What follows belongs to an exercise in optimizing a design on an open flow for small area, a short achievable clock period and few clock cycles; a production flow would make more cautious choices.

== the baseline ==
==> module xxtea_engine, before the edit <==
module xxtea_engine (
    input  wire         clk,
    input  wire         rst,       
    input  wire         start,     
    input  wire         decrypt,   
    input  wire [3:0]   nwords,    
    input  wire [127:0] key,       
    input  wire [255:0] din,       
    output wire         ready,
    output reg          done,
    output reg          err,
    output wire [255:0] dout
);
    localparam [31:0] DELTA = 32'h9E3779B9;
    localparam [2:0] S_IDLE = 3'd0, S_PRE1 = 3'd1, S_PRE2 = 3'd2, S_RUN = 3'd3,
                     S_FIN = 3'd4;
    reg [31:0] s [0:7];      
    reg [31:0] k [0:3];      
    reg [31:0] c, y, z;      
    reg [31:0] kw;           
    reg [2:0]  st;
    reg        dec;
    reg        d2;           
    reg        d3;           
    reg [2:0]  last;         
    reg [2:0]  p;            
    reg [2:0]  q;            
    reg [2:0]  pw;           
    reg        wr;           
    reg [5:0]  rleft;        
    reg [31:0] sum;
    reg [2:0]  p_n;          
    reg [31:0] sum_n;
    integer i;
    reg [5:0]  rounds;
    reg [31:0] sum_dec0;
    always @* begin
        case (nwords)
            4'd2:    begin rounds = 6'd32; sum_dec0 = 32'hC6EF3720; end
            4'd3:    begin rounds = 6'd23; sum_dec0 = 32'h36FBEF9F; end
            4'd4:    begin rounds = 6'd19; sum_dec0 = 32'hBE1E08BB; end
            4'd5:    begin rounds = 6'd16; sum_dec0 = 32'hE3779B90; end
            4'd6:    begin rounds = 6'd14; sum_dec0 = 32'hA708A81E; end
            4'd7:    begin rounds = 6'd13; sum_dec0 = 32'h08D12E65; end
            4'd8:    begin rounds = 6'd12; sum_dec0 = 32'h6A99B4AC; end
            default: begin rounds = 6'd0;  sum_dec0 = 32'h00000000; end
        endcase
    end
    wire        run  = (st == S_RUN);
    wire        idle = (st == S_IDLE);
    wire        pre  = (st == S_PRE1) || (st == S_PRE2);
    wire [31:0] x    = s[q];
    wire [31:0] wv   = dec ? y : z;    
    wire [31:0] mx  = (((y >> 5) ^ (z << 2)) + ((z >> 3) ^ (y << 4))) ^
                      ((sum ^ z) + (kw ^ y));
    wire [31:0] nv  = ((c ^ {32{dec}}) + mx) ^ {32{dec}};
    wire round_end = dec ? (p == 3'd0) : (p == last);
    wire [2:0] q_nxt = (q == last) ? 3'd0 : q + 3'd1;
    wire [2:0] q_prv = (q == 3'd0) ? last : q - 3'd1;
    assign ready = idle;
    genvar gi;
    generate
        for (gi = 0; gi < 8; gi = gi + 1) begin : g_out
            assign dout[32*gi +: 32] = s[gi];
        end
    endgenerate
    always @(posedge clk) begin
        for (i = 0; i < 8; i = i + 1)
            if (idle)
                s[i] <= din[32*i +: 32];
            else if (wr && pw == i)
                s[i] <= wv;
    end
    always @(posedge clk)
        if (idle)
            for (i = 0; i < 4; i = i + 1)
                k[i] <= key[32*i +: 32];
    wire        y_nv = !pre && (dec || d2);
    wire        z_nv = !pre && !(dec && !d2);
    wire [31:0] c_d  = (pre && !dec) ? s[0] : (dec ? z : y);
    wire [31:0] xf   = (!pre && d3) ? wv : x;
    wire [31:0] y_o  = pre ? (dec ? s[0] : s[1]) : xf;
    wire [31:0] z_o  = xf;
    wire [31:0] y_d  = y_nv ? nv : y_o;
    wire [31:0] z_d  = z_nv ? nv : z_o;
    always @(posedge clk) begin
        c <= c_d;
        y <= y_d;
        z <= z_d;
    end
    wire [2:0]  p_step   = round_end ? (dec ? last : 3'd0) : (dec ? p - 3'd1 : p + 3'd1);
    wire [31:0] sum_step = round_end ? (dec ? sum - DELTA : sum + DELTA) : sum;
    always @* begin
        if (idle) begin
            p_n   = decrypt ? nwords[2:0] - 3'd1 : 3'd0;
            sum_n = decrypt ? sum_dec0 : DELTA;
        end else if (run) begin
            p_n   = p_step;
            sum_n = sum_step;
        end else begin
            p_n   = p;
            sum_n = sum;
        end
    end
    wire [1:0] kidx_n = run ? (p_step[1:0] ^ sum_step[3:2]) : (p[1:0] ^ sum[3:2]);
    always @(posedge clk) begin
        p   <= p_n;
        sum <= sum_n;
        kw  <= k[kidx_n];
        pw  <= p;
        wr  <= run;
    end
    always @(posedge clk) begin
        if (rst) begin
            st   <= S_IDLE;
            done <= 1'b0;
            err  <= 1'b0;
        end else begin
            done <= 1'b0;
            case (st)
                S_IDLE: if (start) begin
                    dec   <= decrypt;
                    d2    <= (nwords == 4'd2);
                    d3    <= (nwords == 4'd3);
                    last  <= nwords[2:0] - 3'd1;
                    rleft <= rounds;
                    q     <= nwords[2:0] - 3'd1;
                    if (nwords == 4'd0 || nwords > 4'd8) begin
                        err  <= 1'b1;
                        done <= 1'b1;
                    end else if (nwords == 4'd1) begin
                        err  <= 1'b0;
                        done <= 1'b1;
                    end else begin
                        err  <= 1'b0;
                        st   <= S_PRE1;
                    end
                end
                S_PRE1: begin
                    if (dec) begin
                        st <= S_PRE2;
                        q  <= q_prv;
                    end else begin
                        st <= S_RUN;
                        q  <= d2 ? 3'd0 : 3'd2;
                    end
                end
                S_PRE2: begin
                    st <= S_RUN;
                    q  <= q_prv;
                end
                S_RUN: begin
                    q <= dec ? q_prv : q_nxt;
                    if (round_end) begin
                        rleft <= rleft - 6'd1;
                        if (rleft == 6'd1)
                            st <= S_FIN;
                    end
                end
                default: begin
                    st   <= S_IDLE;
                    done <= 1'b1;
                end
            endcase
        end
    end
endmodule
==> flow/config.mk <==
export PLATFORM = sky130hd
export DESIGN_NAME = xxtea_engine
export DESIGN_NICKNAME = xxtea_engine
export VERILOG_FILES = /design/flow/design.v
export SDC_FILE = /design/flow/constraint.sdc
export NUM_CORES = 4
export LEC_CHECK = 0
export ABC_AREA = 1
export CAP_MARGIN = 20
export CORE_MARGIN = 2
export CORE_UTILIZATION = 40
export PLACE_DENSITY = 0.6
export SLEW_MARGIN = 20
==> flow/constraint.sdc <==
create_clock -name core_clock -period 11.0 [get_ports {clk}]
set_input_delay 2.2000 -clock core_clock [delete_from_list [all_inputs] [get_ports {clk}]]
set_output_delay 2.2000 -clock core_clock [all_outputs]
set_load 0.01 [all_outputs]
standard.sh (not shown) runs the stock make flow with config.mk's settings and CLKGATE_MAP_FILE= SYNTH_SCRIPT=/design/flow/synth_recipe.tcl, a recipe that flattens the netlist after the stock synthesis.
==> flow/flow/run.sh <==
#!/bin/bash
# The standard layout, with buf_1 port buffers and a larger setup repair margin.
set -euo pipefail
export BUFFER_PORTS_ARGS="-buffer_cell sky130_fd_sc_hd__buf_1"
export SETUP_SLACK_MARGIN=7.0
bash standard.sh > standard.log 2>&1
The baseline finished every step from synthesis to the final layout, and the layout passed the timing, design-rule and antenna checks.
Setup changes, the baseline to the candidate
==> flow/design.v <==
module xxtea_engine (
    input  wire         clk,
    input  wire         rst,       
    input  wire         start,     
    input  wire         decrypt,   
    input  wire [3:0]   nwords,    
    input  wire [127:0] key,       
    input  wire [255:0] din,       
    output wire         ready,
    output reg          done,
    output reg          err,
    output wire [255:0] dout
);
    localparam [31:0] DELTA = 32'h9E3779B9;
    localparam [2:0] S_IDLE = 3'd0, S_PRE1 = 3'd1, S_PRE2 = 3'd2, S_RUN = 3'd3,
                     S_FIN = 3'd4;
    reg [31:0] s [0:7];      
    reg [31:0] k [0:3];      
    reg [31:0] c, y, z;      
    reg [31:0] kw;           
    reg [2:0]  st;
    reg        dec;
    reg        d2;           
    reg        d3;           
    reg [2:0]  last;         
    reg [2:0]  p;            
    reg [2:0]  q;            
    reg [2:0]  pw;           
    reg        wr;           
    reg [5:0]  rleft;        
    reg [31:0] sum;
    reg [2:0]  p_n;          
    reg [31:0] sum_n;
    integer i;
    reg [5:0]  rounds;
    reg [31:0] sum_dec0;
    always @* begin
        case (nwords)
            4'd2:    begin rounds = 6'd32; sum_dec0 = 32'hC6EF3720; end
            4'd3:    begin rounds = 6'd23; sum_dec0 = 32'h36FBEF9F; end
            4'd4:    begin rounds = 6'd19; sum_dec0 = 32'hBE1E08BB; end
            4'd5:    begin rounds = 6'd16; sum_dec0 = 32'hE3779B90; end
            4'd6:    begin rounds = 6'd14; sum_dec0 = 32'hA708A81E; end
            4'd7:    begin rounds = 6'd13; sum_dec0 = 32'h08D12E65; end
            4'd8:    begin rounds = 6'd12; sum_dec0 = 32'h6A99B4AC; end
            default: begin rounds = 6'd0;  sum_dec0 = 32'h00000000; end
        endcase
    end
    wire        run  = (st == S_RUN);
    wire        idle = (st == S_IDLE);
    wire        pre  = (st == S_PRE1) || (st == S_PRE2);
    wire [31:0] x    = s[q];
    wire [31:0] mx  = (((y >> 5) ^ (z << 2)) + ((z >> 3) ^ (y << 4))) ^
                      ((sum ^ z) + (kw ^ y));
    wire [31:0] nv  = ((c ^ {32{dec}}) + mx) ^ {32{dec}};
    wire round_end = dec ? (p == 3'd0) : (p == last);
    wire [2:0] q_nxt = (q == last) ? 3'd0 : q + 3'd1;
    wire [2:0] q_prv = (q == 3'd0) ? last : q - 3'd1;
    genvar gi;
    generate
        for (gi = 0; gi < 8; gi = gi + 1) begin : g_out
            assign dout[32*gi +: 32] = s[gi];
        end
    endgenerate
    wire [31:0] wv = dec ? y : z;
    always @(posedge clk) begin
        for (i = 0; i < 8; i = i + 1)
            if (idle)
                s[i] <= din[32*i +: 32];
            else if (wr && pw == i)
                s[i] <= wv;
    end
    always @(posedge clk)
        if (idle)
            for (i = 0; i < 4; i = i + 1)
                k[i] <= key[32*i +: 32];
    wire        y_nv = !pre && (dec || d2);
    wire        z_nv = !pre && !(dec && !d2);
    wire [31:0] c_d  = (pre && !dec) ? s[0] : (dec ? z : y);
    wire [31:0] y_o  = pre ? (dec ? s[0] : s[1]) : (d3 ? z : x);
    wire [31:0] z_o  = (!pre && d3) ? y : x;
    wire [31:0] y_d  = y_nv ? nv : y_o;
    wire [31:0] z_d  = z_nv ? nv : z_o;
    always @(posedge clk) begin
        c <= c_d;
        y <= y_d;
        z <= z_d;
    end
    wire [2:0]  p_step   = round_end ? (dec ? last : 3'd0) : (dec ? p - 3'd1 : p + 3'd1);
    wire [31:0] sum_step = round_end ? (dec ? sum - DELTA : sum + DELTA) : sum;
    always @* begin
        if (idle) begin
            p_n   = decrypt ? nwords[2:0] - 3'd1 : 3'd0;
            sum_n = decrypt ? sum_dec0 : DELTA;
        end else if (run) begin
            p_n   = p_step;
            sum_n = sum_step;
        end else begin
            p_n   = p;
            sum_n = sum;
        end
    end
    wire [1:0] kidx_n = run ? (p_step[1:0] ^ sum_step[3:2]) : (p[1:0] ^ sum[3:2]);
    always @(posedge clk) begin
        p   <= p_n;
        sum <= sum_n;
        kw  <= k[kidx_n];
        pw  <= p;
        wr  <= run;
    end
    reg [2:0] st_n;
    always @* begin
        st_n = st;
        case (st)
            S_IDLE:  if (start && nwords >= 4'd2 && nwords <= 4'd8) st_n = S_PRE1;
            S_PRE1:  st_n = dec ? S_PRE2 : S_RUN;
            S_PRE2:  st_n = S_RUN;
            S_RUN:   if (round_end && rleft == 6'd1) st_n = S_FIN;
            default: st_n = S_IDLE;
        endcase
        if (rst)
            st_n = S_IDLE;
    end
    reg rdy;
    assign ready = rdy;
    always @(posedge clk) begin
        st  <= st_n;
        rdy <= (st_n == S_IDLE);
    end
    always @(posedge clk) begin
        if (rst) begin
            done <= 1'b0;
            err  <= 1'b0;
        end else begin
            done <= 1'b0;
            case (st)
                S_IDLE: if (start) begin
                    dec   <= decrypt;
                    d2    <= (nwords == 4'd2);
                    d3    <= (nwords == 4'd3);
                    last  <= nwords[2:0] - 3'd1;
                    rleft <= rounds;
                    q     <= nwords[2:0] - 3'd1;
                    if (nwords == 4'd0 || nwords > 4'd8) begin
                        err  <= 1'b1;
                        done <= 1'b1;
                    end else if (nwords == 4'd1) begin
                        err  <= 1'b0;
                        done <= 1'b1;
                    end else begin
                        err  <= 1'b0;
                    end
                end
                S_PRE1: q <= dec ? q_prv : (d2 ? 3'd0 : 3'd2);
                S_PRE2: q <= q_prv;
                S_RUN: begin
                    q <= dec ? q_prv : q_nxt;
                    if (round_end)
                        rleft <= rleft - 6'd1;
                end
                default: done <= 1'b1;
            endcase
        end
    end
endmodule
[summary]
Of the candidate and the baseline, it is the candidate that has the lower layout overhead on the synthesized area. What the candidate reported for distinct cell type count of the synthesized netlist has to be multiplied by 0.931 to get the figure for the baseline. The candidate has number of design-rule violations left by the first detailed-router iteration above what the baseline had. Compared with the baseline, the candidate shows worst path setup slack after routing higher by 48 ps. Global-route usage, the baseline and the candidate: lower on the baseline.
Function was not checked in any run of this note: the RTL went through the layout flow alone.

[what the ideal ports hide]
How much do the figures lean on ideal ports? The routed layouts below were timed once more, with nothing changed but the port constraints. Step 1: set_driving_cell puts a clkbuf_16 on clk and a buf_2 on each other input, an assumption about the parent block. Step 2 adds t to the input delays and takes it off the output delays; t is the mean of the earliest and latest rising clock arrival at the registers after step 1. Input paths then give back, and output paths get back, about the clock's delay inside the block. Three values: ideal, step 1, step 2; two values: the first two.
run	shift t [ns]	setup slack, ns	latest minus earliest clock arrival (ns)	cell pins on the clock port's net
the baseline	0.705	6.961 / 6.961 / 6.597	0.075 / 0.075	1
the candidate	0.697	7.010 / 7.010 / 6.614	0.043 / 0.042	1
After both steps setup and hold are still met in every run listed. The setup slack of the candidate, which loses most, moves by 0.000 ns with the drivers and by -0.396 ns with both steps.
